What follows belongs to an exercise in optimizing a design on an open flow for small area and a short achievable clock period; a production flow would make more cautious choices. At most, simulation tests tie the RTL to the original design; equivalence was not proved. No functional check of the RTL was part of runs 1 and 2. Power and IR drop assume default switching activity.

==> design.v <==
module zcpf_nec (
    input  wire       clk,
    input  wire       rst,       
    input  wire       zc_in,     
    input  wire       ir_in,     
    input  wire       dt_tick,   
    input  wire       tb_tick,   
    input  wire [3:0] addr,
    input  wire [7:0] wdata,
    input  wire       rd,
    input  wire       wr,
    output reg  [7:0] rdata,
    output reg        gate_n
);
    localparam [2:0] S_IDLE    = 3'd0;
    localparam [2:0] S_MARK    = 3'd1;
    localparam [2:0] S_SPACE   = 3'd2;
    localparam [2:0] S_HIGHBIT = 3'd3;
    localparam [2:0] S_LOWBIT  = 3'd4;
    localparam [2:0] S_REPEAT  = 3'd5;
    localparam [127:0] LUT_TT = {
        16'h003f, 16'h00c7, 16'h014b, 16'h0399,
        16'h0255, 16'h030f, 16'h0333, 16'h0155 };
    localparam [127:0] LUTM_TT = {
        16'h003f, 16'h00c7, 16'h014b, 16'h0319,
        16'h02d5, 16'h0387, 16'h0199, 16'h02aa };
    function [7:0] lut;
        input [3:0] idx;
        input       minus1;
        integer b;
        begin
            for (b = 0; b < 8; b = b + 1)
                lut[b] = minus1 ? LUTM_TT[16*b + idx] : LUT_TT[16*b + idx];
        end
    endfunction
    reg  [2:0]  ir_state;
    reg  [3:0]  phase;        
    reg  [7:0]  dly_cnt;
    reg         dly_armed;
    reg         gate;
    reg         run;
    reg  [3:0]  level;
    reg         start_req;
    reg  [7:0]  kick_cnt;
    reg  [15:0] tb_cnt;
    reg  [7:0]  hc_cnt;
    reg  [7:0]  ovf_cnt;
    reg         ir_level;
    reg  [15:0] ivc;          
    reg  [31:1] acc;
    reg  [4:0]  bitcnt;
    reg  [31:0] frame;
    reg         frame_vld;    
    reg  [1:0]  ir_idle;
    reg         frame_rdy;
    reg         rpt_pend;
    reg         ovf_f;
    reg         zc_f;
    reg         pulse_on;     
    reg  [3:0]  pulse_cnt;    
    reg         zc_prev;
    reg         ir_prev;
    wire ir_now = ~ir_in;
    wire zc_ev  = zc_in & ~zc_prev;
    wire ir_ev  = ir_now ^ ir_prev;
    wire dt_ev  = dt_tick & dly_armed;
    wire wr_lvl = wr & (addr == 4'h0);
    wire wr_ctl = wr & (addr == 4'h1);
    wire wr_flg = wr & (addr == 4'h4);
    wire       wlvl_z = wdata[7] | (wdata[6:0] == 7'd0);
    wire       wlvl_9 = (wdata[6:0] > 7'd9) | (wdata[3:0] == 4'd9);
    wire [3:0] wlvl   = wdata[7] ? 4'd0 : wlvl_9 ? 4'd9 : wdata[3:0];
    wire kick_nz = (kick_cnt != 8'd0);
    wire kick_1  = (kick_cnt == 8'd1);
    wire dly_z   = (dly_cnt == 8'd0);
    wire c_zero = wr_lvl & wlvl_z;                           
    wire c_kick = wr_lvl & ~wlvl_z & ~run & start_req;       
    wire c_set  = wr_lvl & ~wlvl_z & ~start_req & ~run       
                | wr_lvl & ~wlvl_z & run & ~kick_nz;
    wire c_keep = ~(c_zero | c_kick | c_set);                
    wire       w_run   = c_zero ? 1'b0 : (c_kick | run);
    wire [3:0] w_level = wr_lvl ? wlvl : level;
    wire       w_ph9   = c_kick | (c_set & wlvl_9 & ~wdata[7]) | (c_keep & phase == 4'd9);
    wire kick_end = zc_ev & c_keep & ~c_zero & kick_1;    
    reg [3:0] n_phase;
    always @* begin
        if (kick_end)      n_phase = w_level;
        else if (c_zero)   n_phase = 4'd0;
        else if (c_kick)   n_phase = 4'd9;
        else if (c_set)    n_phase = wlvl;
        else               n_phase = phase;
    end
    reg [7:0] n_kick;
    always @* begin
        if (c_zero)                 n_kick = 8'd0;
        else if (c_kick)            n_kick = zc_ev ? 8'd199 : 8'd200;
        else if (zc_ev & kick_nz)   n_kick = kick_cnt - 8'd1;
        else                        n_kick = kick_cnt;
    end
    reg [7:0] zc_dly;
    always @* begin
        if (c_zero)        zc_dly = dt_tick ? 8'd254 : 8'd255;
        else if (c_kick)   zc_dly = dt_tick ? 8'd29  : 8'd30;
        else if (c_set)    zc_dly = lut(wlvl, dt_tick);
        else               zc_dly = lut(phase, dt_tick);
    end
    wire [7:0] n_dly = zc_ev ? zc_dly : (dt_ev & ~dly_z) ? dly_cnt - 8'd1 : dly_cnt;
    wire expire  = ~zc_ev & dt_ev & dly_z;
    wire fire    = expire & w_run;
    wire n_armed = zc_ev | (dly_armed & ~expire);
    wire n_gate  = (zc_ev & w_run & w_ph9) | (gate & ~expire);
    wire n_pulse_on = fire | (pulse_on & (pulse_cnt != 4'd0));
    wire [15:0] iv = ivc;
    wire iv_ge787 = (iv >= 16'd787);
    wire iv_lt394 = (iv <  16'd394);
    wire iv_bit   = (iv >= 16'd56) && (iv <= 16'd84);
    wire iv_low   = (iv >= 16'd56) && (iv <= 16'd252);
    wire iv_one   = (iv >= 16'd168);
    wire st_idle = (ir_state == S_IDLE);
    wire st_mark = (ir_state == S_MARK);
    wire st_spc  = (ir_state == S_SPACE);
    wire st_hi   = (ir_state == S_HIGHBIT);
    wire st_lo   = (ir_state == S_LOWBIT);
    wire st_rpt  = (ir_state == S_REPEAT);
    reg [2:0] ed_state;
    always @* begin
        case (ir_state)
            S_IDLE:    ed_state = S_MARK;       
            S_MARK:    ed_state = iv_ge787 ? S_SPACE : S_IDLE;
            S_SPACE:   ed_state = iv_lt394 ? S_REPEAT : S_HIGHBIT;
            S_HIGHBIT: ed_state = iv_bit ? S_LOWBIT : S_IDLE;
            S_LOWBIT:  ed_state = (iv_low & (bitcnt != 5'd31)) ? S_HIGHBIT : S_IDLE;
            default:   ed_state = S_IDLE;
        endcase
    end
    wire go_idle_hold = st_idle & ~ir_now;                  
    wire done_pre = st_lo & iv_low & (bitcnt == 5'd31);     
    wire rpt_pre  = st_rpt & iv_bit;
    wire [4:0] ed_bitcnt = (st_lo & iv_low & (bitcnt != 5'd31)) ? bitcnt + 5'd1 :
                           (st_spc | st_hi & iv_bit) ? bitcnt : 5'd0;
    reg [7:0] rd_view;
    always @* begin
        case (addr)
            4'h0: rd_view = {4'd0, level};
            4'h1: rd_view = {7'd0, start_req};
            4'h2: rd_view = lut(phase, 1'b0);
            4'h3: rd_view = {3'd0, ir_level, dly_armed, gate, kick_nz, run};
            4'h4: rd_view = {4'd0, zc_f, ovf_f, rpt_pend, frame_rdy};
            4'h5: rd_view = hc_cnt;
            4'h6: rd_view = ovf_cnt;
            4'h7: rd_view = {ir_state, bitcnt};
            4'h8: rd_view = frame[7:0]   & {8{frame_vld}};
            4'h9: rd_view = frame[15:8]  & {8{frame_vld}};
            4'hA: rd_view = frame[23:16] & {8{frame_vld}};
            4'hB: rd_view = frame[31:24] & {8{frame_vld}};
            default: rd_view = 8'd0;
        endcase
    end
    wire tb_wrap = tb_tick & (&tb_cnt);
    wire [1:0] idle_ir = ir_ev ? 2'd0 : ir_idle;
    always @(posedge clk) begin
        zc_prev <= zc_in;
        ir_prev <= ir_now;
        dly_cnt <= n_dly;
        if (fire)
            pulse_cnt <= 4'd15;
        else
            pulse_cnt <= pulse_cnt - 4'd1;
        if (ir_ev)
            ivc <= {15'd0, tb_tick};
        else if (tb_tick)
            ivc <= ivc + 16'd1;
        if (ir_ev & st_lo)
            acc <= {iv_one, acc[31:2]};
        if (ir_ev & done_pre)
            frame <= {iv_one, acc};
    end
    always @(posedge clk) begin
        if (rst) begin
            ir_state  <= S_IDLE;
            phase     <= 4'd0;
            dly_armed <= 1'b0;
            gate      <= 1'b0;
            run       <= 1'b0;
            level     <= 4'd0;
            start_req <= 1'b0;
            kick_cnt  <= 8'd0;
            tb_cnt    <= 16'd0;
            hc_cnt    <= 8'd0;
            ovf_cnt   <= 8'd0;
            ir_level  <= 1'b0;
            bitcnt    <= 5'd0;
            frame_vld <= 1'b0;
            ir_idle   <= 2'd0;
            frame_rdy <= 1'b0;
            rpt_pend  <= 1'b0;
            ovf_f     <= 1'b0;
            zc_f      <= 1'b0;
            pulse_on  <= 1'b0;
            gate_n    <= 1'b1;
            rdata     <= 8'd0;
        end else begin
            phase     <= n_phase;
            dly_armed <= n_armed;
            gate      <= n_gate;
            run       <= w_run;
            level     <= w_level;
            kick_cnt  <= n_kick;
            pulse_on  <= n_pulse_on;
            gate_n    <= ~(n_gate | n_pulse_on);
            if (wr_lvl)
                start_req <= 1'b0;
            else if (wr_ctl)
                start_req <= wdata[0];
            if (zc_ev)
                hc_cnt <= hc_cnt + 8'd1;
            if (ir_ev) begin
                ir_level <= ir_now;
                if (!go_idle_hold) begin
                    ir_state <= ed_state;
                    bitcnt   <= ed_bitcnt;
                end
                if (done_pre)
                    frame_vld <= 1'b1;
            end
            if (tb_tick)
                tb_cnt <= tb_cnt + 16'd1;
            if (tb_wrap) begin
                ovf_cnt <= ovf_cnt + 8'd1;
                ir_idle <= (idle_ir == 2'd2) ? 2'd2 : idle_ir + 2'd1;
            end else begin
                ir_idle <= idle_ir;
            end
            frame_rdy <= (frame_rdy & ~(wr_flg & wdata[0])) | (ir_ev & done_pre);
            rpt_pend  <= ((rpt_pend & ~(wr_flg & wdata[1])) | (ir_ev & rpt_pre))
                         & ~(tb_wrap & (idle_ir != 2'd0));
            ovf_f     <= (ovf_f & ~(wr_flg & wdata[2])) | tb_wrap;
            zc_f      <= (zc_f & ~(wr_flg & wdata[3])) | zc_ev;
            if (rd)
                rdata <= rd_view;
        end
    end
endmodule
==> run.sh <==
#!/bin/bash
# synth_recipe.tcl (not shown) runs the flow's synth.tcl, then flattens the netlist and writes it again
# the make line also repeats each setting of config.mk as NAME=value (left out here)
make -C /OpenROAD-flow-scripts/flow DESIGN_CONFIG=/design/flow/config.mk WORK_HOME=/design/flow/orfs CLKGATE_MAP_FILE= SYNTH_SCRIPT=/design/flow/synth_recipe.tcl finish
==> config.mk <==
export PLATFORM = sky130hd
export DESIGN_NAME = zcpf_nec
export DESIGN_NICKNAME = zcpf_nec
export VERILOG_FILES = /design/flow/design.v
export SDC_FILE = /design/flow/constraint.sdc
export NUM_CORES = 4
export LEC_CHECK = 0
export CAP_MARGIN = 20
export CORE_MARGIN = 2
export CORE_UTILIZATION = 40
export SLEW_MARGIN = 20
==> constraint.sdc <==
create_clock -name core_clock -period 4.5 [get_ports {clk}]
set_input_delay 0.9000 -clock core_clock [delete_from_list [all_inputs] [get_ports {clk}]]
set_output_delay 0.9000 -clock core_clock [all_outputs]
set_load 0.01 [all_outputs]
==> results.tsv, run 1 <==
metric	value	unit
outcome	timing/DRC/antenna clean	
pwr dens	387	nW/µm²
Fin Hold WS	398	ps
routability congestion estimate	0.878	
cts hold-fix bufs	0	
routed vias	6412	
Final Cycle Share	0.703	
DIE WIDTH	149	µm
worst slew pin tran	783	ps
register area share after synthesis	0.491	
Gate Count Post-Synth	860	
Initial DRC Count	492	
crit-path max FO	13	
Slew HR	0.477	
Nets	915	
H-tree Lvls	4	
Layout area overhead	13.3	%
placed cell count	1131	
YS warnings	1	
wire length per cell	16.8	µm
Post-Syn Area per Cell	9.81	µm²
Finished Cell Area	9560	µm²
Yosys reg bits	171	
clock latency (worst-skew pair)	440	ps
Tmin final	3160	ps
highest clock rate	0.316	GHz
critical setup path kind	in -> reg	
Root Driver	clkbuf_16	
Worst setup SP type	input pin	
Overall Global Routing Usage	0.186	
Placed Area	8980	µm²
TritonCTS Buffers	17	
Critical Path End Type	flip-flop	
vias in the first global route	6039	
share of cells above drive strength 1	0.0968	
Leakage	3.23	nW
Routed Antenna Nets	0	
Final Hold Vio Count	0	
unrepaired setup endpoints after global routing	no	
WP data required	4660	ps
Via-to-Cell Ratio	5.51	
Starting Density	0.404	
total wire length	19.6	mm
DRT Pass-1 Iters	5	
Max Slew Vio Count	0	
hold crit path type	reg -> reg	
Synth cell types	74	
Fill cells	1957	
Port Buffers	28	
clock-pin transition on the worst setup and hold timing paths	70	ps
ys async rst share	0	
dpl hpwl	13.7	mm
number of antenna violations at the first check in global routing	1	
maxcap violations	0	
Overall Power	0.00370	W
post-cts resize count	0	
syn nets	900	
Sink Count	171	
clock skew	12.0	ps
TritonCTS clock tree	done	
DRC	0	
Post-synth EDFFs	72	
Row Count	53	
core area	20900	µm²
largest net degree at the start of global routing	44	
total gr overflow	0	
Main synth FF type	dfxtp_1	
Top Ports	29	
clk buf depth	2	
first-pass GRT wire length	32.5	mm
Final setup viols	0	
Data arrival, critical path	3330	ps
die span in y	149	µm
Final Non-Filler Cells	1164	
Mapped Area	8440	µm²
Total Neg Setup Slack	0	ps
Die Area	22300	µm²
Post CTS Setup Buffer Count	0	
VDD IR max	281	µV
## cell families (layout without fill, tap and decap cells)
group | Yosys count | in the layout | share of synthesized area
AO/OA/AOI/OAI | 195 | 195 | 0.152
XOR/XNOR | 54 | 54 | 0.0561
adder cells (fa/ha/maj) | 20 | 20 | 0.0297
buffers and inverters | 74 | 102 | 0.0350
flip-flops | 171 | 171 | 0.491
multiplexers | 21 | 21 | 0.0403
other | 0 | 1 | 0
AND/OR/NAND/NOR | 325 | 325 | 0.196
## layout make-up
cell class,instances,area (µm²),area share
multi-input cells,615,4010,0.419
flip-flops and latches,171,4140,0.433
clock buffers,17,425,0.0445
inverters,28,105,0.0110
well taps,275,344,0.0360
repair buffers,42,380,0.0398
clock inverters,15,155,0.0162
diodes,1,2.50,0.000262
## power by group
group	leakage, nW	internal (W)	switching, W
Sequential	1.46	0.00166	0.0000764
Combinational	1.49	0.000216	0.000308
Clock	0.281	0.000740	0.000694
Total	3.23	0.00262	0.00108
## worst max-delay path, stage by stage
cell	delay, ps
clkdlybuf4s50_1	680
nor3_1	670
a21o_1	350
nor3_1	130
a2111oi_0	450
a221oi_1	140
## routing by layer
metal,up-vias,global-route usage,share of wire
met2,173,0.264,0.43
met4,0,0.0667,0.026
met3,37,0.0453,0.054
met1,3029,0.276,0.49
met5,-,0,0
li1,3173,-,-
## per-stage QoR
| stage | setup slack (ps) | utilization |
|---|---|---|
| final | 1340 | 0.458 |
| after global routing | 1140 | 0.458 |
| after CTS | 1390 | 0.458 |
| after detailed placement | 937 | 0.430 |
| after global placement | 1040 | 0.430 |
| after floorplan | 271 | - |
## registers in the layout, summed over array words and instances, names as in the netlist, 2 cells and up
| register | flops |
|---|---|
| frame | 32 |
| acc | 31 |
| ivc | 16 |
| tb_cnt | 16 |
| dly_cnt | 8 |
| hc_cnt | 8 |
| kick_cnt | 8 |
| ovf_cnt | 8 |
| rdata | 8 |
| bitcnt | 5 |
| level | 4 |
| phase | 4 |
| pulse_cnt | 4 |
| ir_state | 3 |
| ir_idle | 2 |
## final timing paths
kind | startpoint | endpoint | slack, ps | cells past startpoint
setup reg to reg | kick_cnt[0]$_SDFFE_PP0P_ | dly_cnt[3]$_DFFE_PP_ | 2030 | 7
hold / removal | pulse_cnt[0]$_SDFF_PP1_ | pulse_cnt[0]$_SDFF_PP1_ | 400 | 1
hold reg to reg | pulse_cnt[0]$_SDFF_PP1_ | pulse_cnt[0]$_SDFF_PP1_ | 400 | 1
setup / recovery | wdata[2] | dly_cnt[0]$_DFFE_PP_ | 1340 | 6
## synthesized netlist by cell type, types with 4 or more instances
| cell type | number | area [µm²] |
|---|---|---|
| nand2b_1 | 10 | 62.6 |
| nor3b_1 | 7 | 52.6 |
| clkbuf_1 | 36 | 135 |
| inv_1 | 27 | 101 |
| o31ai_1 | 10 | 75.1 |
| a211oi_1 | 8 | 60.1 |
| xor2_1 | 23 | 201 |
| dfxtp_1 | 99 | 1980 |
| and4_1 | 4 | 35.0 |
| or3_1 | 7 | 43.8 |
| and3_1 | 8 | 50.1 |
| and2_1 | 6 | 37.5 |
| o21a_1 | 4 | 30.0 |
| a31oi_1 | 10 | 62.6 |
| nand2_1 | 73 | 274 |
| nand3_1 | 29 | 145 |
| a21oi_1 | 54 | 270 |
| mux2i_1 | 7 | 70.1 |
| a32oi_1 | 5 | 43.8 |
| o311ai_0 | 5 | 43.8 |
| and3b_1 | 5 | 43.8 |
| buf_1 | 6 | 22.5 |
| xnor2_1 | 31 | 272 |
| mux4_2 | 10 | 225 |
| a21o_1 | 4 | 30.0 |
| nand4_1 | 18 | 113 |
| o22ai_1 | 7 | 43.8 |
| edfxtp_1 | 72 | 2160 |
| or2_2 | 6 | 37.5 |
| nor2b_1 | 11 | 68.8 |
| ha_1 | 20 | 250 |
| a22oi_1 | 9 | 67.6 |
| nor4_1 | 9 | 56.3 |
| nor3_1 | 23 | 115 |
| mux2_2 | 4 | 45.0 |
| o21ai_0 | 40 | 200 |
| nor2_1 | 92 | 345 |
| a221oi_1 | 7 | 61.3 |
## cells in the final DEF (no fill, tap or decap), types with 20 or more instances in the layout
cell type / Yosys / final
nor3_1: 23 / 22
nand3_1: 29 / 29
o21ai_0: 40 / 40
a21oi_1: 54 / 54
inv_1: 27 / 27
xor2_1: 23 / 23
ha_1: 20 / 20
clkdlybuf4s50_1: 0 / 27
nor2_1: 92 / 91
edfxtp_1: 72 / 72
xnor2_1: 31 / 31
dfxtp_1: 99 / 99
nand2_1: 73 / 73
==> inputs of run 2 (changes only) <==
--- a/config.mk
+++ b/config.mk
@@ -9,3 +9,5 @@
 export CORE_MARGIN = 2
 export CORE_UTILIZATION = 40
+export CTS_BUF_LIST = sky130_fd_sc_hd__clkbuf_4 sky130_fd_sc_hd__clkbuf_8
+export SETUP_SLACK_MARGIN = 2.4
 export SLEW_MARGIN = 20
==> run 2 against run 1 <==
  * Critical endpoint is now pulse_on$_SDFF_PP0_
  * Still clean on timing, DRC and antenna
  * Global-route usage up 0.47 points
  * Largest cell class is now multi-input combinational cells
  * Power down 2.9%
  * Critical path type unchanged
  * Largest power group unchanged
  * Worst hold slack better by 25 ps
  * Cell area rose by 9.5%
  * Sequential share of layout area decreased by 3.7 points
==> results.tsv, run 2 <==
metric	value	unit	change
Slew HR	0.556		+0.0793
Worst setup SP type	input pin		
DIE WIDTH	149	µm	unchanged
CP most frequent cell	buf_6		
number of flip-flops in the largest register	32		unchanged
clock skew	19.6	ps	+7.62 ps
Initial DRC Count	440		-11%
most frequent cell after synthesis	dfxtp_1		
vias in the first global route	6521		+8.0%
Crit path max-delay family	simple AND/OR/NAND/NOR gates		
TritonCTS Buffers	17		unchanged
critical setup path kind	in -> reg		
Layout area overhead	24.1	%	
Data arrival, critical path	2570	ps	-760 ps
biggest regs	frame (32), acc (31)		
Via-to-Cell Ratio	5.52		+0.21%
Leakage	3.66	nW	+13%
H-tree Lvls	4		unchanged
Tmin final	2180	ps	-988 ps
Root Driver	clkbuf_8		
Post-Syn Area per Cell	9.81	µm²	unchanged
unrepaired setup endpoints after global routing	yes		
Total Neg Setup Slack	0	ps	unchanged
worst slew pin tran	666	ps	-116 ps
ys async rst share	0		unchanged
hold crit path type	reg -> reg		
Starting Density	0.404		unchanged
outcome	timing/DRC/antenna clean		
register area share after synthesis	0.491		unchanged
Port Buffers	28		unchanged
clock latency (worst-skew pair)	470	ps	+30 ps
Buf/Inv on CP	3		+2
CP max-delay cell	or4_4		
die span in y	149	µm	unchanged
Post-synth top cells	99 x dfxtp_1, 92 x nor2_1, 73 x nand2_1, 72 x edfxtp_1, 54 x a21oi_1		
number of antenna violations at the first check in global routing	0		-1
highest clock rate	0.459	GHz	+45%
RR Startpoint	kick_cnt[6]$_SDFFE_PP0P_		
CP peak stage delay	470	ps	-210 ps
cell taking the most area after synthesis	edfxtp_1		
Most flops, register	frame		
hold_sp	pulse_cnt[0]$_SDFF_PP1_		
share of cells above drive strength 1	0.239		+0.142
maxcap violations	0		unchanged
crit-path max FO	5		-8
crit-path cells	buf_6, buf_6, or3b_4, a211oi_4, buf_6, a21oi_4, or4_4, a21oi_2		
YS warnings	1		unchanged
syn nets	900		unchanged
total gr overflow	0		unchanged
DRC	0		unchanged
largest cells by area after synthesis	edfxtp_1 26%, dfxtp_1 23%, nor2_1 4.1%		
R2R Setup Slk	2410	ps	+380 ps
largest net degree at the start of global routing	58		+32%
Critical Path End Type	flip-flop		
DRT Pass-1 Iters	5		unchanged
Mapped Area	8440	µm²	unchanged
WP data required	4900	ps	+240 ps
Main synth FF type	dfxtp_1		
commonest non-fill, non-tap cell in the layout	dfxtp_1		
routed vias	6740		+5.1%
Final Hold Vio Count	0		unchanged
TritonCTS clock tree	done		
Overall Global Routing Usage	0.191		+0.00465
first-pass GRT wire length	33.6	mm	+3.2%
worst reg2reg path depth	5		-2
core area	20900	µm²	unchanged
Post-synth EDFFs	72		unchanged
RR Endpoint	dly_cnt[0]$_DFFE_PP_		
Synth cell types	74		unchanged
dpl hpwl	13.3	mm	-2.7%
Row Count	53		unchanged
Yosys reg bits	171		unchanged
most frequent cells in the layout	93 x dfxtp_1, 89 x nor2_1, 72 x edfxtp_1		
clk buf depth	2		unchanged
Fill cells	1910		-2.4%
VDD IR max	226	µV	-20%
Sink Count	171		unchanged
Die Area	22300	µm²	unchanged
pwr dens	343	nW/µm²	-11%
WHS Endpoint	pulse_cnt[0]$_SDFF_PP1_		
wire length per cell	17.1	µm	+1.6%
Final WS setup	2320	ps	+988 ps
Inserted Diodes	0		-1
post-place setup slack	1110	ps	+173 ps
Gate Count Post-Synth	860		unchanged
clock-pin transition on the worst setup and hold timing paths	100	ps	+30 ps
Final setup viols	0		unchanged
Nets	973		+6.3%
Max Slew Vio Count	0		unchanged
Routed Antenna Nets	0		unchanged
Top Ports	29		unchanged
routability congestion estimate	0.870		-1.0%
WHS Path Cells	1		unchanged
Final Cycle Share	0.484		-0.219
total wire length	20.9	mm	+6.5%
post-synth top area share	0.256		unchanged
-- run 2: cell types whose count changed in the layout (fill, tap and decap cells not counted), sizes merged, moves of 2 or more --
cell | previous run | this run
clkdlybuf4s50 | 27 | 1
clkdlybuf4s15 | 0 | 2
clkinvlp | 2 | 0
inv | 34 | 36
buf | 15 | 84
dlygate4sd2 | 0 | 9
-- run 2: stage by stage --
stage / power (W) / utilization / std cells / hold WS [ps] / cell area [µm²]
floorplan: 0.00216 / - / 860 / 379 / 8680
global placement: 0.00230 / 0.437 / 1126 / 396 / 9130
detailed placement: 0.00230 / 0.437 / 1126 / 400 / 9130
CTS: 0.00354 / 0.486 / 1201 / 443 / 10100
global route: 0.00375 / 0.501 / 1221 / 435 / 10500
finish: 0.00359 / 0.501 / 1221 / 423 / 10500
-- run 2: how the worst max path moves through the flow --
| stage | from | endpoint | depth (start not counted) | slack (ps) |
|---|---|---|---|---|
| after floorplan | ir_in | frame[0]$_DFFE_PP_ | 3 | 1900 |
| after global placement | wdata[4] | dly_cnt[3]$_DFFE_PP_ | 7 | 1140 |
| after detailed placement | wdata[4] | dly_cnt[3]$_DFFE_PP_ | 7 | 1110 |
| after CTS | addr[0] | pulse_on$_SDFF_PP0_ | 8 | 2290 |
| after global routing | kick_cnt[6]$_SDFFE_PP0P_ | dly_cnt[0]$_DFFE_PP_ | 5 | 2300 |
| final | addr[3] | pulse_on$_SDFF_PP0_ | 8 | 2320 |
-- run 2: cells by family after synthesis --
group / Yosys count / synth area share
and+or+nand+nor: 325 / 0.196
AOI/OAI and AO/OA: 195 / 0.152
DFF: 171 / 0.491
buffers and inverters: 74 / 0.0350
xor gates and xnor gates: 54 / 0.0561
muxes: 21 / 0.0403
adders and majority gates: 20 / 0.0297
-- run 2: routing by layer --
layer	part of all wire	track usage
met1	0.45	0.255
met5	0	0
met2	0.48	0.308
met4	0.029	0.0705
met3	0.043	0.0388
-- run 2: layout make-up --
cell class | count | area (µm²) | area share
Timing Repair Buffer | 99 | 915 | 0.0873
Multi-Input combinational cell | 616 | 4520 | 0.431
Clock buffer | 17 | 234 | 0.0223
Inverter | 28 | 108 | 0.0103
Sequential cell | 171 | 4150 | 0.397
Clock inverter | 15 | 200 | 0.0191
Tap cell | 275 | 344 | 0.0329
-- run 2: power by group --
group | internal [W] | total, W | switching (W)
logic | 0.000301 | 0.000678 | 0.000377
registers | 0.00167 | 0.00175 | 0.0000879
clock network | 0.000485 | 0.00116 | 0.000671
-- run 2: worst register-to-register path: cells and delay by family (launching register included) --
kind,cells,cell delay (ps)
AO/OA/AOI/OAI,4,950
flip-flops,1,370
AND/OR/NAND/NOR,1,530
-- run 2: timing repair --
item,CTS,global route
resized for setup,132,47
gates cloned,2,1
endpoints found under the setup margin,164,81
buffers inserted,41,19
pin swaps,37,31
endpoints found under the hold margin,0,0
hold buffers,0,0
==> inputs of run 3 (changes only) <==
--- a/design.v
+++ b/design.v
@@ -22,19 +22,30 @@
         16'h003f, 16'h00c7, 16'h014b, 16'h0399,
         16'h0255, 16'h030f, 16'h0333, 16'h0155 };
-    localparam [127:0] LUTM_TT = {
-        16'h003f, 16'h00c7, 16'h014b, 16'h0319,
-        16'h02d5, 16'h0387, 16'h0199, 16'h02aa };
+    localparam [7:0] KICK_200 = 8'had, KICK_199 = 8'h5b, KICK_1 = 8'h80;
+    localparam [15:0] TB_FFFF = 16'h8000;
+    function [7:0] step8;
+        input [7:0] q;
+        begin
+            step8 = {q[6:0], q[7] ^ q[5] ^ q[4] ^ q[3] ^ (q[6:0] == 7'd0)};
+        end
+    endfunction
+    function [15:0] step16;
+        input [15:0] q;
+        begin
+            step16 = {q[14:0], q[15] ^ q[14] ^ q[12] ^ q[3] ^ (q[14:0] == 15'd0)};
+        end
+    endfunction
     function [7:0] lut;
         input [3:0] idx;
-        input       minus1;
         integer b;
         begin
             for (b = 0; b < 8; b = b + 1)
-                lut[b] = minus1 ? LUTM_TT[16*b + idx] : LUT_TT[16*b + idx];
+                lut[b] = LUT_TT[16*b + idx];
         end
     endfunction
     reg  [2:0]  ir_state;
     reg  [3:0]  phase;        
-    reg  [7:0]  dly_cnt;
+    reg  [3:0]  dly_a;        
+    reg  [4:0]  dly_b;
     reg         dly_armed;
     reg         gate;
@@ -72,6 +83,7 @@
     wire [3:0] wlvl   = wdata[7] ? 4'd0 : wlvl_9 ? 4'd9 : wdata[3:0];
     wire kick_nz = (kick_cnt != 8'd0);
-    wire kick_1  = (kick_cnt == 8'd1);
-    wire dly_z   = (dly_cnt == 8'd0);
+    wire kick_1  = (kick_cnt == KICK_1);
+    wire dly_bz  = (dly_b == 5'd0);
+    wire dly_z   = (dly_a == 4'd10) & dly_bz;
     wire c_zero = wr_lvl & wlvl_z;                           
     wire c_kick = wr_lvl & ~wlvl_z & ~run & start_req;       
@@ -83,27 +95,28 @@
     wire       w_ph9   = c_kick | (c_set & wlvl_9 & ~wdata[7]) | (c_keep & phase == 4'd9);
     wire kick_end = zc_ev & c_keep & ~c_zero & kick_1;    
+    reg [3:0] w_phase;
+    always @* begin
+        if (c_zero)        w_phase = 4'd0;
+        else if (c_kick)   w_phase = 4'd9;
+        else if (c_set)    w_phase = wlvl;
+        else               w_phase = phase;
+    end
     reg [3:0] n_phase;
     always @* begin
         if (kick_end)      n_phase = w_level;
-        else if (c_zero)   n_phase = 4'd0;
-        else if (c_kick)   n_phase = 4'd9;
-        else if (c_set)    n_phase = wlvl;
-        else               n_phase = phase;
+        else               n_phase = w_phase;
     end
     reg [7:0] n_kick;
     always @* begin
         if (c_zero)                 n_kick = 8'd0;
-        else if (c_kick)            n_kick = zc_ev ? 8'd199 : 8'd200;
-        else if (zc_ev & kick_nz)   n_kick = kick_cnt - 8'd1;
+        else if (c_kick)            n_kick = zc_ev ? KICK_199 : KICK_200;
+        else if (zc_ev & kick_nz)   n_kick = step8(kick_cnt);
         else                        n_kick = kick_cnt;
     end
-    reg [7:0] zc_dly;
-    always @* begin
-        if (c_zero)        zc_dly = dt_tick ? 8'd254 : 8'd255;
-        else if (c_kick)   zc_dly = dt_tick ? 8'd29  : 8'd30;
-        else if (c_set)    zc_dly = lut(wlvl, dt_tick);
-        else               zc_dly = lut(phase, dt_tick);
-    end
-    wire [7:0] n_dly = zc_ev ? zc_dly : (dt_ev & ~dly_z) ? dly_cnt - 8'd1 : dly_cnt;
+    wire       dly_step = dt_ev & ~dly_z;
+    wire [3:0] n_dly_a = zc_ev ? w_phase :
+                         (dly_step & dly_bz) ? dly_a + 4'd1 : dly_a;
+    wire [4:0] n_dly_b = zc_ev ? (dt_tick ? 5'd4 : 5'd5) :
+                         dly_step ? (dly_bz ? 5'd24 : dly_b - 5'd1) : dly_b;
     wire expire  = ~zc_ev & dt_ev & dly_z;
     wire fire    = expire & w_run;
@@ -139,28 +152,26 @@
     wire [4:0] ed_bitcnt = (st_lo & iv_low & (bitcnt != 5'd31)) ? bitcnt + 5'd1 :
                            (st_spc | st_hi & iv_bit) ? bitcnt : 5'd0;
-    reg [7:0] rd_view;
-    always @* begin
-        case (addr)
-            4'h0: rd_view = {4'd0, level};
-            4'h1: rd_view = {7'd0, start_req};
-            4'h2: rd_view = lut(phase, 1'b0);
-            4'h3: rd_view = {3'd0, ir_level, dly_armed, gate, kick_nz, run};
-            4'h4: rd_view = {4'd0, zc_f, ovf_f, rpt_pend, frame_rdy};
-            4'h5: rd_view = hc_cnt;
-            4'h6: rd_view = ovf_cnt;
-            4'h7: rd_view = {ir_state, bitcnt};
-            4'h8: rd_view = frame[7:0]   & {8{frame_vld}};
-            4'h9: rd_view = frame[15:8]  & {8{frame_vld}};
-            4'hA: rd_view = frame[23:16] & {8{frame_vld}};
-            4'hB: rd_view = frame[31:24] & {8{frame_vld}};
-            default: rd_view = 8'd0;
-        endcase
-    end
-    wire tb_wrap = tb_tick & (&tb_cnt);
+    wire [15:0] sel = 16'd1 << addr;
+    wire        sel_fr = frame_vld & addr[3] & ~addr[2];
+    wire [7:0] rd_view =
+        ({8{sel[0]}} & {4'd0, level}) |
+        ({8{sel[1]}} & {7'd0, start_req}) |
+        ({8{sel[2]}} & lut(phase)) |
+        ({8{sel[3]}} & {3'd0, ir_level, dly_armed, gate, kick_nz, run}) |
+        ({8{sel[4]}} & {4'd0, zc_f, ovf_f, rpt_pend, frame_rdy}) |
+        ({8{sel[5]}} & hc_cnt) |
+        ({8{sel[6]}} & ovf_cnt) |
+        ({8{sel[7]}} & {ir_state, bitcnt}) |
+        ({8{sel_fr & addr[1:0] == 2'd0}} & frame[7:0]) |
+        ({8{sel_fr & addr[1:0] == 2'd1}} & frame[15:8]) |
+        ({8{sel_fr & addr[1:0] == 2'd2}} & frame[23:16]) |
+        ({8{sel_fr & addr[1:0] == 2'd3}} & frame[31:24]);
+    wire tb_wrap = tb_tick & (tb_cnt == TB_FFFF);
     wire [1:0] idle_ir = ir_ev ? 2'd0 : ir_idle;
     always @(posedge clk) begin
         zc_prev <= zc_in;
         ir_prev <= ir_now;
-        dly_cnt <= n_dly;
+        dly_a   <= n_dly_a;
+        dly_b   <= n_dly_b;
         if (fire)
             pulse_cnt <= 4'd15;
@@ -225,5 +236,5 @@
             end
             if (tb_tick)
-                tb_cnt <= tb_cnt + 16'd1;
+                tb_cnt <= step16(tb_cnt);
             if (tb_wrap) begin
                 ovf_cnt <= ovf_cnt + 8'd1;
==> flow/run.sh (new file) <==
#!/bin/bash
# Own layout flow: the standard flow (standard.sh) with one change to
# synthesis -- ABC maps the logic with the area-oriented script in
# flow/area.abc instead of ORFS's speed script.  Registers come from Yosys
# before ABC runs, so they are the standard synthesis's, by name and type.
# Extra ORFS variables can be given in flow/extra.mk (one VAR=value a line).
set -euo pipefail
W=$(pwd)
cp flow/area.abc "$W/area.abc"
{
  head -n 1 synth_recipe.tcl
  cat <<T
proc abc {args} {
  set i [lsearch \$args -script]
  if {\$i >= 0} { lset args [expr {\$i + 1}] $W/area.abc }
  yosys abc {*}\$args
}
T
  tail -n +2 synth_recipe.tcl
} > my_synth.tcl
extra=""
if [[ -f flow/extra.mk ]]; then extra=$(grep -v '^#' flow/extra.mk | tr '\n' ' '); fi
sed -e "s#SYNTH_SCRIPT=[^ ]*#SYNTH_SCRIPT=$W/my_synth.tcl $extra#" standard.sh > my_standard.sh
grep -q "my_synth.tcl" my_standard.sh
bash my_standard.sh > flow.log 2>&1
==> flow/area.abc (new file) <==
strash
ifraig
dc2
dch -f
map -a
topo
stime -c
buffer -c
upsize -c
dnsize -c
==> standard.sh (new file) <==
#!/bin/bash
# synth_recipe.tcl (not shown) runs the flow's synth.tcl, then flattens the netlist and writes it again
# the make line also repeats each setting of config.mk as NAME=value (left out here)
make -C /OpenROAD-flow-scripts/flow DESIGN_CONFIG=/design/flow/config.mk WORK_HOME=/design/flow/orfs CLKGATE_MAP_FILE= SYNTH_SCRIPT=/design/flow/synth_recipe.tcl "${@:-finish}"
removed: run.sh
==> run 3 against run 2 <==
  * Fmax is 7.9% lower
  * Critical path type unchanged
  * Sequential power is 4% lower
  * Global-route usage is 0.10 points higher
  * Wire length is 10% lower
  * Cell area is 12% lower
  * Worst setup slack worse by 190 ps
  * Largest power group unchanged
  * Die area is 12% lower
  * Critical path depth is 3 higher
  * Count of clock-buffer cells in the layout stayed put
  * Register-to-register slack worse by 260 ps
  * Sequential cell count is 1 higher
  * Highest routed layer unchanged
==> results.tsv, run 3 <==
metric	value	unit	change
clock skew	15.2	ps	-4.48 ps
Main synth FF type	dfxtp_1		
R2R Setup Slk	2150	ps	-260 ps
Initial DRC Count	489		+11%
Post-synth EDFFs	73		+1.4%
CP most frequent cell	nand2_1		
highest clock rate	0.423	GHz	-7.9%
crit-path cells	clkdlybuf4s15_1, nor2_4, nand2_1, inv_2, nand2_4, nor4_4, buf_4, buf_6, o21ai_1, nand2_1, o22ai_1		
CP max-delay cell	nor4_4		
Final Cycle Share	0.525		+0.0413
total gr overflow	0		unchanged
hold_sp	pulse_cnt[0]$_SDFF_PP1_		
Mapped Area	7370	µm²	-13%
TritonCTS Buffers	17		unchanged
clock-pin transition on the worst setup and hold timing paths	100	ps	about the same
routed vias	5983		-11%
Sink Count	172		+0.58%
clk buf depth	2		unchanged
Final setup viols	0		unchanged
ys async rst share	0		unchanged
Routed Antenna Nets	0		unchanged
Max Slew Vio Count	0		unchanged
Most flops, register	frame		
Gate Count Post-Synth	802		-6.7%
Die Area	19500	µm²	-12%
die span in y	140	µm	-6.4%
clock latency (worst-skew pair)	470	ps	about the same
biggest regs	frame (32), acc (31)		
first-pass GRT wire length	29.5	mm	-12%
share of cells above drive strength 1	0.225		-0.0140
DRT Pass-1 Iters	4		-1
Top Ports	29		unchanged
DIE WIDTH	140	µm	-6.4%
cts hold-fix bufs	0		unchanged
total wire length	18.7	mm	-10%
Leakage	3.39	nW	-7.4%
Post-Syn Area per Cell	9.19	µm²	-6.4%
Slew HR	0.602		+0.0460
DRC	0		unchanged
critical setup path kind	in -> reg		
register area share after synthesis	0.567		+0.0754
post-synth top area share	0.298		+0.0413
outcome	timing/DRC/antenna clean		
pwr dens	327	nW/µm²	-4.6%
commonest non-fill, non-tap cell in the layout	dfxtp_1		
vias in the first global route	5549		-15%
YS warnings	1		unchanged
largest net degree at the start of global routing	34		-41%
most frequent cells in the layout	92 x dfxtp_1, 91 x inv_1, 83 x nand2_1		
most crowded layer after global routing	met2		
grt met2 use	0.301		-0.00691
largest cells by area after synthesis	edfxtp_1 30%, dfxtp_1 27%, inv_1 5.2%		
WP data required	4730	ps	-170 ps
Inserted Diodes	0		unchanged
dpl hpwl	12.2	mm	-8.3%
Final Hold Vio Count	0		unchanged
Port Buffers	28		unchanged
crit-path max FO	8		+3
Tmin final	2360	ps	+186 ps
Overall Global Routing Usage	0.192		+0.00103
H-tree Lvls	4		unchanged
Post-synth top cells	102 x inv_1, 99 x dfxtp_1, 96 x nand2_1, 96 x nor2_1, 73 x edfxtp_1		
hold crit path type	reg -> reg		
TritonCTS clock tree	done		
Fin Hold WS	411	ps	-11.7 ps
unrepaired setup endpoints after global routing	yes		
Data arrival, critical path	2600	ps	+30 ps
Row Count	49		-7.5%
wire length per cell	16.5	µm	-3.5%
maxcap violations	0		unchanged
Root Driver	clkbuf_8		
Layout area overhead	25.6	%	
number of flip-flops in the largest register	32		unchanged
RR Startpoint	kick_cnt[0]$_SDFFE_PP0P_		
Total Neg Setup Slack	0	ps	unchanged
Critical path origin	addr[2]		
Overall Power	0.00302	W	-16%
final core occ	0.513		+0.0120
number of antenna violations at the first check in global routing	0		unchanged
Yosys reg bits	172		+0.58%
Via-to-Cell Ratio	5.27		-4.6%
Critical Path End Type	flip-flop		
Crit path max-delay family	simple AND/OR/NAND/NOR gates		
met3 global-route usage	0.0351		-0.00374
Nets	931		-4.3%
Worst setup SP type	input pin		
Starting Density	0.409		+0.00483
syn nets	839		-6.8%
Synth cell types	44		-41%
VDD IR max	182	µV	-19%
worst slew pin tran	590	ps	-76.5 ps
cell taking the most area after synthesis	edfxtp_1		
routability congestion estimate	0.865		-0.54%
core area	18000	µm²	-14%
CP peak stage delay	340	ps	-130 ps
most frequent cell after synthesis	inv_1		
GR met1 Demand/Resource	0.270		+0.0157
Buf/Inv on CP	4		+1
## run 3: per-layer routing
layer	up-vias	share of wire	wire, µm
met4	0	0.013	240
met1	2820	0.48	8960
met5	-	0	0
met3	20	0.039	739
li1	3005	-	-
met2	138	0.47	8790
## run 3: stage by stage
step	cells	worst slack (ps)	area (µm²)
4_1_cts	1122	2210	8980
5_1_grt	1136	2070	9250
6_report	1136	2140	9250
3_3_place_gp	1048	1150	8040
2_1_floorplan	802	1810	7500
3_5_place_dp	1048	1130	8040
## run 3: power by group
group          switching, W  total (W)  internal, W
Combinational      0.000142   0.000237    0.0000946
Clock              0.000641    0.00111     0.000468
Sequential        0.0000298    0.00168      0.00165
Total              0.000812    0.00302      0.00221
## run 3: cell families (layout without fill, tap and decap cells)
family | Yosys count | after routing | synth area share
flip-flops | 172 | 172 | 0.567
adder cells (fa/ha/maj) | 17 | 17 | 0.0289
XOR/XNOR | 9 | 9 | 0.0107
AND/OR/NAND/NOR | 281 | 283 | 0.166
AO/OA/AOI/OAI | 199 | 199 | 0.163
buffers and inverters | 122 | 225 | 0.0622
multiplexers | 2 | 2 | 0.00272
## run 3: worst reg2reg max path, delay by kind of cell, from the launching register on
kind | cells | cell delay [ps]
AOI/OAI and AO/OA | 2 | 150
buffers and inverters | 3 | 380
DFF | 1 | 340
and+or+nand+nor | 6 | 1230
## run 3: worst paths after layout
check / cells after the start / end
max: 11 / dly_a[2]$_DFFE_PP_
min: 1 / pulse_cnt[0]$_SDFF_PP1_
max reg2reg: 11 / dly_a[2]$_DFFE_PP_
min reg2reg: 1 / pulse_cnt[0]$_SDFF_PP1_
## run 3: area by class of cell
class                      instances  area, µm²
fill                            1654       8770
clock inverter                    15        168
inverter                         105        422
sequential                       172       4190
multi-input combinational        510       3170
clock buffer                      17        234
tap                              229        287
timing repair buffer              87        774
timing repair inverter             1       5.00
## run 3: timing repair
item                                    4_1_cts  5_1_grt
setup buffers                                38       13
resized for setup                            86       72
cloned                                        4        1
pin swaps                                    24       28
endpoints found under the setup margin      144       61
==> inputs of run 4 (changes only) <==
==> run.sh (new file) <==
#!/bin/bash
# synth_recipe.tcl (not shown) runs the flow's synth.tcl, then flattens the netlist and writes it again
# the make line also repeats each setting of config.mk as NAME=value (left out here)
make -C /OpenROAD-flow-scripts/flow DESIGN_CONFIG=/design/flow/config.mk WORK_HOME=/design/flow/orfs CLKGATE_MAP_FILE= SYNTH_SCRIPT=/design/flow/synth_recipe.tcl finish
removed: flow/run.sh
removed: flow/area.abc
removed: standard.sh
==> run 4 against run 3 <==
  * Clock power barely moved
  * Sequential power barely moved
  * Area after synthesis grew 7.1%
  * Still clean
  * Worst setup slack better by 250 ps
  * Via count is 3.2% higher
  * Largest cell class unchanged
==> results.tsv, run 4 <==
metric	value	unit	change
routability congestion estimate	0.861		-0.46%
commonest non-fill, non-tap cell in the layout	dfxtp_1		
Most flops, register	frame		
Port Buffers	28		unchanged
YS warnings	1		unchanged
syn nets	812		-3.2%
core area	19400	µm²	+7.6%
clock skew	13.3	ps	-1.86 ps
Data arrival, critical path	2480	ps	-120 ps
Synth cell types	75		+70%
Finished Cell Area	9500	µm²	+2.7%
Routed Antenna Nets	0		unchanged
largest net degree at the start of global routing	43		+26%
Final setup viols	0		unchanged
DIE WIDTH	144	µm	+3.4%
Die Area	20900	µm²	+6.9%
highest clock rate	0.474	GHz	+12%
H-tree Lvls	4		unchanged
clock latency (worst-skew pair)	470	ps	about the same
Final Cycle Share	0.469		-0.0556
biggest regs	frame (32), acc (31)		
Mapped Area	7890	µm²	+7.1%
DRT Pass-1 Iters	4		unchanged
worst slew pin tran	737	ps	+147 ps
WP data required	4870	ps	+140 ps
Initial DRC Count	346		-29%
number of flip-flops in the largest register	32		unchanged
Final Hold Vio Count	0		unchanged
cell taking the most area after synthesis	edfxtp_1		
die span in y	144	µm	+3.4%
post-synth top area share	0.278		-0.0197
cts hold-fix bufs	0		unchanged
Gate Count Post-Synth	775		-3.4%
critical setup path kind	in -> reg		
Placed Area	8580	µm²	+6.7%
clk buf depth	2		unchanged
VDD IR max	190	µV	+4.5%
vias in the first global route	5772		+4.0%
Starting Density	0.407		-0.00198
clock-pin transition on the worst setup and hold timing paths	100	ps	about the same
outcome	timing/DRC/antenna clean		
pwr dens	314	nW/µm²	-4.1%
TritonCTS clock tree	done		
wire length per cell	17.4	µm	+5.6%
register area	4180	µm²	-0.24%
Tmin final	2110	ps	-250 ps
total gr overflow	0		unchanged
Via-to-Cell Ratio	5.59		+6.1%
most frequent cells in the layout	96 x dfxtp_1, 80 x nor2_1, 73 x edfxtp_1		
Sink Count	172		unchanged
DRC	0		unchanged
ys async rst share	0		unchanged
Layout area overhead	20.4	%	
unrepaired setup endpoints after global routing	yes		
Nets	864		-7.2%
Post-synth EDFFs	73		unchanged
hold crit path type	reg -> reg		
share of cells above drive strength 1	0.194		-0.0309
total wire length	19.2	mm	+2.7%
Main synth FF type	dfxtp_1		
Overall Global Routing Usage	0.190		-0.00246
Top Ports	29		unchanged
number of antenna violations at the first check in global routing	0		unchanged
TritonCTS Buffers	17		unchanged
routed vias	6176		+3.2%
Inserted Diodes	0		unchanged
Total Neg Setup Slack	0	ps	unchanged
Yosys reg bits	172		unchanged
register area share after synthesis	0.529		-0.0376
Worst setup SP type	input pin		
Slew HR	0.509		-0.0930
most frequent cell after synthesis	dfxtp_1		
crit-path max FO	5		-3
dpl hpwl	12.9	mm	+6.1%
first-pass GRT wire length	30.5	mm	+3.7%
Post-synth top cells	99 x dfxtp_1, 87 x nor2_1, 73 x edfxtp_1, 64 x nand2_1, 57 x a21oi_1		
Critical Path End Type	flip-flop		
largest cells by area after synthesis	edfxtp_1 28%, dfxtp_1 25%, nor2_1 4.1%		
Max Slew Vio Count	0		unchanged
Root Driver	clkbuf_8		
Leakage	3.36	nW	-0.83%
Post-Syn Area per Cell	10.2	µm²	+11%
Fill cells	1780		+7.6%
Row Count	51		+4.1%
footprint of the multi-input gates	3860	µm²	+21%
maxcap violations	0		unchanged
==> run 4: repair_timing <==
item                       in CTS  in global routing
cloned                          2                  0
setup buffers                  26                  6
resized for setup              69                 38
pin swaps                      16                 10
hold endpoints to repair        0                  0
setup endpoints to repair     138                100
==> run 4: per-layer routing <==
| layer | track usage | up-vias | part of all wire | wire (µm) |
|---|---|---|---|---|
| met5 | 0 | - | 0 | 0 |
| met4 | 0.0623 | 0 | 0.016 | 313 |
| met3 | 0.0371 | 26 | 0.044 | 842 |
| met2 | 0.303 | 165 | 0.48 | 9190 |
| met1 | 0.259 | 3005 | 0.46 | 8900 |
| li1 | - | 2980 | - | - |
==> run 4: worst paths after layout <==
kind / from / endpoint / slack, ps / cells after the start
max: addr[1] / phase[2]$_SDFF_PP0_ / 2390 / 7
min: pulse_cnt[0]$_SDFF_PP1_ / pulse_cnt[0]$_SDFF_PP1_ / 410 / 1
max reg2reg: kick_cnt[1]$_SDFFE_PP0P_ / phase[2]$_SDFF_PP0_ / 2460 / 5
min reg2reg: pulse_cnt[0]$_SDFF_PP1_ / pulse_cnt[0]$_SDFF_PP1_ / 410 / 1
==> run 4: cells by family after synthesis <==
kind of cell	after synthesis	share of synthesized area
AOI/OAI and AO/OA	169	0.140
xor gates and xnor gates	33	0.0366
adders and majority gates	17	0.0270
buffers and inverters	60	0.0346
DFF	172	0.529
muxes	26	0.0350
and+or+nand+nor	298	0.197
==> run 4: layout make-up <==
class	count	share of cell area
clock buffers	18	0.0254
clock inverters	14	0.0182
flip-flops and latches	172	0.440
multi-input cells	543	0.406
inverters	24	0.00948
repair buffers	69	0.0665
well taps	265	0.0349
==> run 4: critical path, cell delays in order <==
cell       delay, ps
buf_2            140
buf_12           130
or3b_4           410
nor2_4           150
nand4_4          150
mux2_4           340
a2111oi_2        260
==> run 4: where the power goes <==
group	internal [W]	leakage, nW	switching, W	total, W
clock network	0.000477	0.212	0.000635	0.00111
logic	0.0000890	1.69	0.000121	0.000210
registers	0.00164	1.46	0.0000216	0.00166
total	0.00220	3.36	0.000777	0.00298
==> run 4: through the flow <==
step | total power (W) | hold WS, ps | utilization | instances | setup slack, ps
3_3_place_gp | 0.00187 | 380 | 0.442 | 1039 | 1180
3_5_place_dp | 0.00187 | 387 | 0.442 | 1039 | 1070
5_1_grt | 0.00309 | 425 | 0.490 | 1105 | 2360
6_report | 0.00298 | 411 | 0.490 | 1105 | 2390
4_1_cts | 0.00300 | 415 | 0.483 | 1099 | 2410
2_1_floorplan | 0.00181 | 371 | - | 775 | 1760
==> inputs of run 5 (changes only) <==
==> flow/run.sh (new file) <==
#!/bin/bash
# Own layout flow: the standard flow (standard.sh, standard synthesis
# unchanged) with extra ORFS variables from flow/extra.env, e.g. the cell
# buffer_ports puts on every port.
set -euo pipefail
set -a
source flow/extra.env
set +a
bash standard.sh > flow.log 2>&1
==> flow/extra.env (new file) <==
BUFFER_PORTS_ARGS="-buffer_cell sky130_fd_sc_hd__buf_4"
==> standard.sh (new file) <==
#!/bin/bash
# synth_recipe.tcl (not shown) runs the flow's synth.tcl, then flattens the netlist and writes it again
# the make line also repeats each setting of config.mk as NAME=value (left out here)
make -C /OpenROAD-flow-scripts/flow DESIGN_CONFIG=/design/flow/config.mk WORK_HOME=/design/flow/orfs CLKGATE_MAP_FILE= SYNTH_SCRIPT=/design/flow/synth_recipe.tcl "${@:-finish}"
--- a/config.mk
+++ b/config.mk
@@ -8,5 +8,5 @@
 export CAP_MARGIN = 20
 export CORE_MARGIN = 2
-export CORE_UTILIZATION = 40
+export CORE_UTILIZATION = 60
 export CTS_BUF_LIST = sky130_fd_sc_hd__clkbuf_4 sky130_fd_sc_hd__clkbuf_8
 export SETUP_SLACK_MARGIN = 2.4
removed: run.sh
==> run 5 against run 4 <==
  * Register-to-register slack worse by 30 ps
  * Clock power about the same
  * Synthesized cell count unchanged
  * Area after synthesis unchanged
  * Worst setup slack got worse by 2.3 ps
  * Critical path type unchanged
  * Critical endpoint is now phase[1]$_SDFF_PP0_
==> results.tsv, run 5 <==
metric	value	unit	change
Overall Global Routing Usage	0.266		+0.0760
DRT Pass-1 Iters	5		+1
Final Hold Vio Count	0		unchanged
Post-synth EDFFs	73		unchanged
share of cells above drive strength 1	0.187		-0.00723
RR Startpoint	kick_cnt[0]$_SDFFE_PP0P_		
CP max-delay cell	or3b_4		
Compound-Gate Fraction of Synth Area	0.140		unchanged
Routed Antenna Nets	0		unchanged
dpl hpwl	12.3	mm	-5.0%
commonest non-fill, non-tap cell in the layout	dfxtp_1		
core area	12700	µm²	-34%
clk buf depth	2		unchanged
clock-pin transition on the worst setup and hold timing paths	100	ps	about the same
clock skew	10.7	ps	-2.60 ps
most frequent cell after synthesis	dfxtp_1		
post-place setup slack	1630	ps	+564 ps
largest net degree at the start of global routing	73		+70%
wire length per cell	18.3	µm	+5.0%
final core occ	0.713		+0.224
VDD IR max	334	µV	+75%
cell taking the most area after synthesis	edfxtp_1		
TritonCTS Buffers	17		unchanged
Tmin final	2110	ps	+2.28 ps
crit-path max FO	20		+15
cts hold-fix bufs	0		unchanged
number of antenna violations at the first check in global routing	0		unchanged
Critical Path End Type	flip-flop		
Post-Synth XOR/XNOR Area	0.0366		unchanged
Yosys reg bits	172		unchanged
crit-path cells	buf_6, or3b_4, nor2_4, nand4_4, mux2_4, a2111oi_4		
Fill cells	995		-44%
Nets	843		-2.4%
TritonCTS clock tree	done		
ys async rst share	0		unchanged
critical setup path kind	in -> reg		
Slew HR	0.480		-0.0292
Final Cycle Share	0.470		+0.000507
total gr overflow	0		unchanged
Main synth FF type	dfxtp_1		
Final Non-Filler Cells	991		-10%
Synth cell types	75		unchanged
Row Count	41		-20%
main combinational cell family by area after synthesis	simple AND/OR/NAND/NOR gates		
Post-synth top cells	99 x dfxtp_1, 87 x nor2_1, 73 x edfxtp_1, 64 x nand2_1, 57 x a21oi_1		
Max Slew Vio Count	0		unchanged
routed vias	6063		-1.8%
multiplexer share of the synthesized area	0.0350		unchanged
RR Endpoint	phase[1]$_SDFF_PP0_		
Final setup viols	0		unchanged
maxcap violations	0		unchanged
YS warnings	1		unchanged
register area share after synthesis	0.529		unchanged
most frequent cells in the layout	94 x dfxtp_1, 80 x nor2_1, 73 x edfxtp_1		
outcome	timing/DRC/antenna clean		
Most flops, register	frame		
DRC	0		unchanged
Worst setup SP type	input pin		
Leakage	3.17	nW	-5.8%
pwr dens	324	nW/µm²	+3.2%
footprint of the multi-input gates	3800	µm²	-1.5%
DIE WIDTH	119	µm	-18%
unrepaired setup endpoints after global routing	yes		
Initial DRC Count	616		+78%
Port Buffers	28		unchanged
vias in the first global route	5587		-3.2%
largest cells by area after synthesis	edfxtp_1 28%, dfxtp_1 25%, nor2_1 4.1%		
biggest regs	frame (32), acc (31)		
Via-to-Cell Ratio	6.12		+9.5%
register area	4180	µm²	about the same
syn nets	812		unchanged
first-pass GRT wire length	29.2	mm	-4.3%
Synth Area in Simple Gates	0.197		unchanged
highest clock rate	0.473	GHz	-0.11%
H-tree Lvls	4		unchanged
Root Driver	clkbuf_8		
Gate Count Post-Synth	775		unchanged
Total Neg Setup Slack	0	ps	unchanged
total wire length	18.1	mm	-5.8%
number of flip-flops in the largest register	32		unchanged
Top Ports	29		unchanged
routability congestion estimate	0.880		+2.3%
Layout area overhead	15.0	%	
Post-Syn Area per Cell	10.2	µm²	unchanged
worst slew pin tran	781	ps	+43.7 ps
Buf/Inv on CP	1		-1
Finished Cell Area	9080	µm²	-4.5%
Adder-Cell Fraction of Synth Area	0.0270		unchanged
Data arrival, critical path	2480	ps	about the same
Mapped Area	7890	µm²	unchanged
clock latency (worst-skew pair)	480	ps	about the same
CP peak stage delay	450	ps	+40 ps
hold_sp	pulse_cnt[0]$_SDFF_PP1_		
WP data required	4870	ps	about the same
Crit path max-delay family	simple AND/OR/NAND/NOR gates		
Placed Area	8370	µm²	-2.5%
post-synth top area share	0.278		unchanged
hold crit path type	reg -> reg		
die span in y	119	µm	-18%
R2R Setup Slk	2430	ps	-30 ps
placed cell count	942		-9.3%
Inserted Diodes	0		unchanged
Sink Count	172		unchanged
Final WS setup	2390	ps	-2.28 ps
WHS Path Cells	1		unchanged
Die Area	14100	µm²	-32%
WHS Endpoint	pulse_cnt[0]$_SDFF_PP1_		
Starting Density	0.620		+0.213
worst reg2reg path depth	5		unchanged
run 5: cell count changes in the layout (fill, tap and decap cells not counted), moves of 3 or more:
cell,previous run,this run
buf_12,4,0
buf_2,4,0
buf_4,34,44
clkbuf_2,5,0
clkinvlp_4,0,3
dlygate4sd2_1,15,0
or3_1,9,12
or3_4,4,1
run 5: report_power, final:
part	switching, W	internal, W
Combinational	0.000109	0.0000763
Clock	0.000665	0.000429
Sequential	0.0000220	0.00164
Total	0.000796	0.00214
run 5: cell families after synthesis:
logic type | count (synthesis)
AO/OA/AOI/OAI | 169
XOR/XNOR | 33
adder cells (fa/ha/maj) | 17
buffers and inverters | 60
flip-flops | 172
multiplexers | 26
AND/OR/NAND/NOR | 298
run 5: worst reg2reg max path, delay by kind of cell (launching register included):
kind / cells / cell delay (ps)
AND/OR/NAND/NOR: 2 / 740
AO/OA/AOI/OAI: 2 / 490
flip-flops: 1 / 370
multiplexers: 1 / 370
run 5: stage by stage:
step / hold slack, ps / power [W]
floorplan: 371 / 0.00181
global placement: 379 / 0.00185
detailed placement: 388 / 0.00186
CTS: 413 / 0.00295
global route: 438 / 0.00305
finish: 408 / 0.00294
run 5: layer usage:
| layer | global-route usage | wire, µm | up-vias |
|---|---|---|---|
| li1 | - | - | 2930 |
| met1 | 0.363 | 8040 | 2927 |
| met3 | 0.0666 | 928 | 37 |
| met5 | 0 | 0 | - |
| met2 | 0.407 | 8690 | 169 |
| met4 | 0.104 | 453 | 0 |
run 5: how the worst max path moves through the flow:
stage | start | end | cells after the start
after floorplan | ir_in | frame[0]$_DFFE_PP_ | 3
final | addr[1] | phase[1]$_SDFF_PP0_ | 6
after global placement | addr[2] | rdata[5]$_SDFFE_PP0P_ | 6
after detailed placement | addr[2] | rdata[1]$_SDFFE_PP0P_ | 5
after global routing | addr[1] | phase[1]$_SDFF_PP0_ | 6
after CTS | dly_b[0]$_DFFE_PP_ | gate_n$_SDFF_PP1_ | 7
run 5: timing repair:
| item | in CTS | in global routing |
|---|---|---|
| endpoints found under the hold margin | 0 | 0 |
| endpoints found under the setup margin | 64 | 97 |
| setup buffers | 4 | 13 |
| pin swaps | 4 | 10 |
| gates resized for setup | 10 | 21 |
run 5: area by class of cell:
class | instances | area share
Sequential cell | 172 | 0.461
Multi-Input combinational cell | 543 | 0.419
Timing Repair Buffer | 48 | 0.0414
Clock buffer | 17 | 0.0258
Tap cell | 172 | 0.0237
Clock inverter | 15 | 0.0201
Inverter | 24 | 0.00993
==> inputs of run 6 (changes only) <==
--- a/config.mk
+++ b/config.mk
@@ -8,6 +8,6 @@
 export CAP_MARGIN = 20
 export CORE_MARGIN = 2
-export CORE_UTILIZATION = 60
+export CORE_UTILIZATION = 40
 export CTS_BUF_LIST = sky130_fd_sc_hd__clkbuf_4 sky130_fd_sc_hd__clkbuf_8
-export SETUP_SLACK_MARGIN = 2.4
+export SETUP_SLACK_MARGIN = 3.0
 export SLEW_MARGIN = 20
==> run 6 against run 5 <==
  * Still clean
  * Critical path depth grew 1
  * Register-to-register slack better by 70 ps
  * Final cell count up 21%
  * Cell area is 30% higher
  * Worst setup slack improved by 110 ps
  * Area after synthesis unchanged
  * Critical path type unchanged
  * Largest power group unchanged
  * Highest routed layer unchanged
==> results.tsv, run 6 <==
metric	value	unit	change
outcome	timing/DRC/antenna clean		
Routed met2 length	11.3	mm	+31%
RR Endpoint	phase[2]$_SDFF_PP0_		
WHS Path Cells	1		unchanged
Adder-Cell Fraction of Synth Area	0.0270		unchanged
Row Count	51		+24%
DIE WIDTH	144	µm	+22%
number of flip-flops in the largest register	32		unchanged
number of antenna violations at the first check in global routing	0		unchanged
Root Driver	clkbuf_8		
WP data required	4860	ps	about the same
multiplexer share of the synthesized area	0.0350		unchanged
Slew HR	0.584		+0.105
register area share after synthesis	0.529		unchanged
Leakage	4.24	nW	+34%
Most flops, register	frame		
share of cells above drive strength 1	0.484		+0.297
critical setup path kind	in -> reg		
Overall Global Routing Usage	0.215		-0.0506
VDD IR max	172	µV	-48%
Nets	962		+14%
Sink Count	172		unchanged
largest cells by area after synthesis	edfxtp_1 28%, dfxtp_1 25%, nor2_1 4.1%		
WHS Endpoint	pulse_cnt[0]$_SDFF_PP1_		
Max Slew Vio Count	0		unchanged
commonest non-fill, non-tap cell in the layout	buf_4		
Main synth FF type	dfxtp_1		
most frequent cell after synthesis	dfxtp_1		
Post-synth EDFFs	73		unchanged
core area	19400	µm²	+52%
first-pass GRT wire length	34.7	mm	+19%
routed wl met3	1.25	mm	+34%
Final Cycle Share	0.446		-0.0243
most frequent cells in the layout	76 x buf_4, 74 x nor2_1, 73 x edfxtp_1		
Gate Count Post-Synth	775		unchanged
Post-synth top cells	99 x dfxtp_1, 87 x nor2_1, 73 x edfxtp_1, 64 x nand2_1, 57 x a21oi_1		
cell taking the most area after synthesis	edfxtp_1		
uppermost layer routed	met4		
Post-Syn Area per Cell	10.2	µm²	unchanged
Worst setup SP type	input pin		
Final Hold Vio Count	0		unchanged
Top Ports	29		unchanged
total wire length	22.7	mm	+26%
RR Startpoint	kick_cnt[2]$_SDFFE_PP0P_		
Tmin final	2000	ps	-109 ps
ys async rst share	0		unchanged
Port Buffers	28		unchanged
clock skew	22.2	ps	+11.5 ps
Layout area overhead	49.7	%	
wire length per cell	18.9	µm	+3.4%
DRT Pass-1 Iters	5		unchanged
Routed Antenna Nets	0		unchanged
clock latency (worst-skew pair)	460	ps	-20 ps
pwr dens	264	nW/µm²	-18%
DRC	0		unchanged
main combinational cell family by area after synthesis	simple AND/OR/NAND/NOR gates		
Synth cell types	75		unchanged
clock-pin transition on the worst setup and hold timing paths	100	ps	about the same
dpl hpwl	12.9	mm	+4.7%
Inserted Diodes	0		unchanged
routed vias	6763		+12%
Yosys reg bits	172		unchanged
Fin Hold WS	430	ps	+22.2 ps
die span in y	144	µm	+22%
Critical Path End Type	flip-flop		
Finished Cell Area	11800	µm²	+30%
syn nets	812		unchanged
Overall Power	0.00312	W	+6.2%
TritonCTS Buffers	17		unchanged
Starting Density	0.407		-0.213
post-synth top area share	0.278		unchanged
H-tree Lvls	4		unchanged
Mapped Area	7890	µm²	unchanged
M1 wire length	9.62	mm	+20%
total gr overflow	0		unchanged
Via-to-Cell Ratio	5.62		-8.1%
hold crit path type	reg -> reg		
final core occ	0.609		-0.105
TritonCTS clock tree	done		
clk buf depth	2		unchanged
R2R Setup Slk	2500	ps	+70 ps
cts hold-fix bufs	0		unchanged
Compound-Gate Fraction of Synth Area	0.140		unchanged
vias in the first global route	6564		+17%
routability congestion estimate	0.831		-5.6%
crit-path max FO	5		-75%
maxcap violations	0		unchanged
Die Area	20900	µm²	+48%
biggest regs	frame (32), acc (31)		
worst slew pin tran	623	ps	-157 ps
YS warnings	1		unchanged
highest clock rate	0.499	GHz	+5.5%
Final setup viols	0		unchanged
worst reg2reg path depth	5		unchanged
Post-Synth XOR/XNOR Area	0.0366		unchanged
Total Neg Setup Slack	0	ps	unchanged
Synth Area in Simple Gates	0.197		unchanged
Initial DRC Count	482		-22%
unrepaired setup endpoints after global routing	yes		
largest net degree at the start of global routing	73		unchanged
Placed Area	8760	µm²	+4.6%
Data arrival, critical path	2360	ps	-120 ps
hold_sp	pulse_cnt[0]$_SDFF_PP1_		
run 6: cell counts after synthesis:
No cell type changed its count.
run 6: per-layer routing:
layer / up-vias / global-route usage
li1: 3174 / -
met1: 3312 / 0.279
met2: 235 / 0.360
met3: 42 / 0.0427
met4: 0 / 0.0726
met5: - / 0
run 6: worst max-delay path by stage:
| stage | startpoint | end | slack, ps | depth (start not counted) |
|---|---|---|---|---|
| final | wdata[5] | phase[2]$_SDFF_PP0_ | 2500 | 7 |
| after global routing | kick_cnt[0]$_SDFFE_PP0P_ | phase[2]$_SDFF_PP0_ | 2450 | 5 |
| after CTS | kick_cnt[5]$_SDFFE_PP0P_ | dly_a[2]$_DFFE_PP_ | 2560 | 6 |
| after detailed placement | addr[2] | rdata[5]$_SDFFE_PP0P_ | 1630 | 6 |
| after global placement | addr[2] | rdata[5]$_SDFFE_PP0P_ | 1660 | 6 |
| after floorplan | ir_in | frame[0]$_DFFE_PP_ | 1760 | 3 |
run 6: stage by stage:
step           instances  setup slack [ps]
2_1_floorplan        775              1760
3_3_place_gp        1035              1660
3_5_place_dp        1035              1630
4_1_cts             1173              2560
5_1_grt             1203              2450
6_report            1203              2500
run 6: kinds of logic (layout without fill, tap and decap cells):
group / Yosys count / count (layout)
DFF: 172 / 172
muxes: 26 / 26
adders and majority gates: 17 / 17
AOI/OAI and AO/OA: 169 / 170
buffers and inverters: 60 / 221
xor gates and xnor gates: 33 / 33
and+or+nand+nor: 298 / 299
run 6: repair_timing:
| action | CTS | global route |
|---|---|---|
| setup endpoints to repair | 162 | 164 |
| pin swaps | 90 | 80 |
| setup buffers | 94 | 29 |
| gates cloned | 12 | 1 |
| gates resized for setup | 225 | 102 |
run 6: worst max-delay path: stages:
cell and delay [ps]:
buf_6 100, nor4_4 310, buf_4 170, a21oi_4 90
a31oi_4 330, nor2_4 110, a2111oi_4 340
run 6: cell type report:
class / count / area (µm²)
fill: 1532 / 7590
clock inverter: 14 / 166
clock buffer: 18 / 241
inverter: 24 / 93.8
multi-input combinational: 545 / 4800
tap: 265 / 332
sequential: 172 / 4250
timing repair buffer: 165 / 1920
run 6: power by group:
group          internal [W]  switching (W)
clock              0.000477       0.000644
sequential          0.00163      0.0000251
combinational      0.000177       0.000165

-- static timing again, ports no longer ideal --
No port has a modelled driver above. Below, the same layouts with a new extraction and two added sets of constraints. Step 1 (the two cells are an assumption about what drives the block):
set clk [get_ports {clk}]
set_driving_cell -lib_cell sky130_fd_sc_hd__clkbuf_16 $clk
set_driving_cell -lib_cell sky130_fd_sc_hd__buf_2 [delete_from_list [all_inputs] $clk]
Step 2 times the ports against the registers' clock, not the clock port: input delays grow and output delays shrink by t, the midpoint of the rising clock arrivals with the driver on. Three values: no drivers, after step 1, after step 2; two values: the first two.
run | t (ns) | setup slack, ns | hold slack, ns | latest minus earliest clock arrival (ns) | cell pins on the clock port's net
run 1 | 0.476 | 1.336 / 1.354 / 0.878 | 0.398 / 0.398 / 0.398 | 0.014 / 0.014 | 1
run 2 | 0.502 | 2.323 / 2.330 / 1.828 | 0.423 / 0.423 / 0.423 | 0.020 / 0.020 | 1
run 3 | 0.505 | 2.138 / 2.147 / 1.646 | 0.411 / 0.411 / 0.411 | 0.015 / 0.016 | 1
run 4 | 0.499 | 2.388 / 2.404 / 1.905 | 0.411 / 0.411 / 0.411 | 0.016 / 0.016 | 1
run 5 | 0.514 | 2.386 / 2.392 / 1.878 | 0.408 / 0.408 / 0.408 | 0.012 / 0.012 | 1
run 6 | 0.497 | 2.495 / 2.461 / 1.964 | 0.430 / 0.430 / 0.430 | 0.026 / 0.026 | 1
After both steps every run listed still meets setup and hold. For run 6, which loses most, drivers alone change the setup slack by -0.034 ns; drivers and shift together by -0.531 ns.
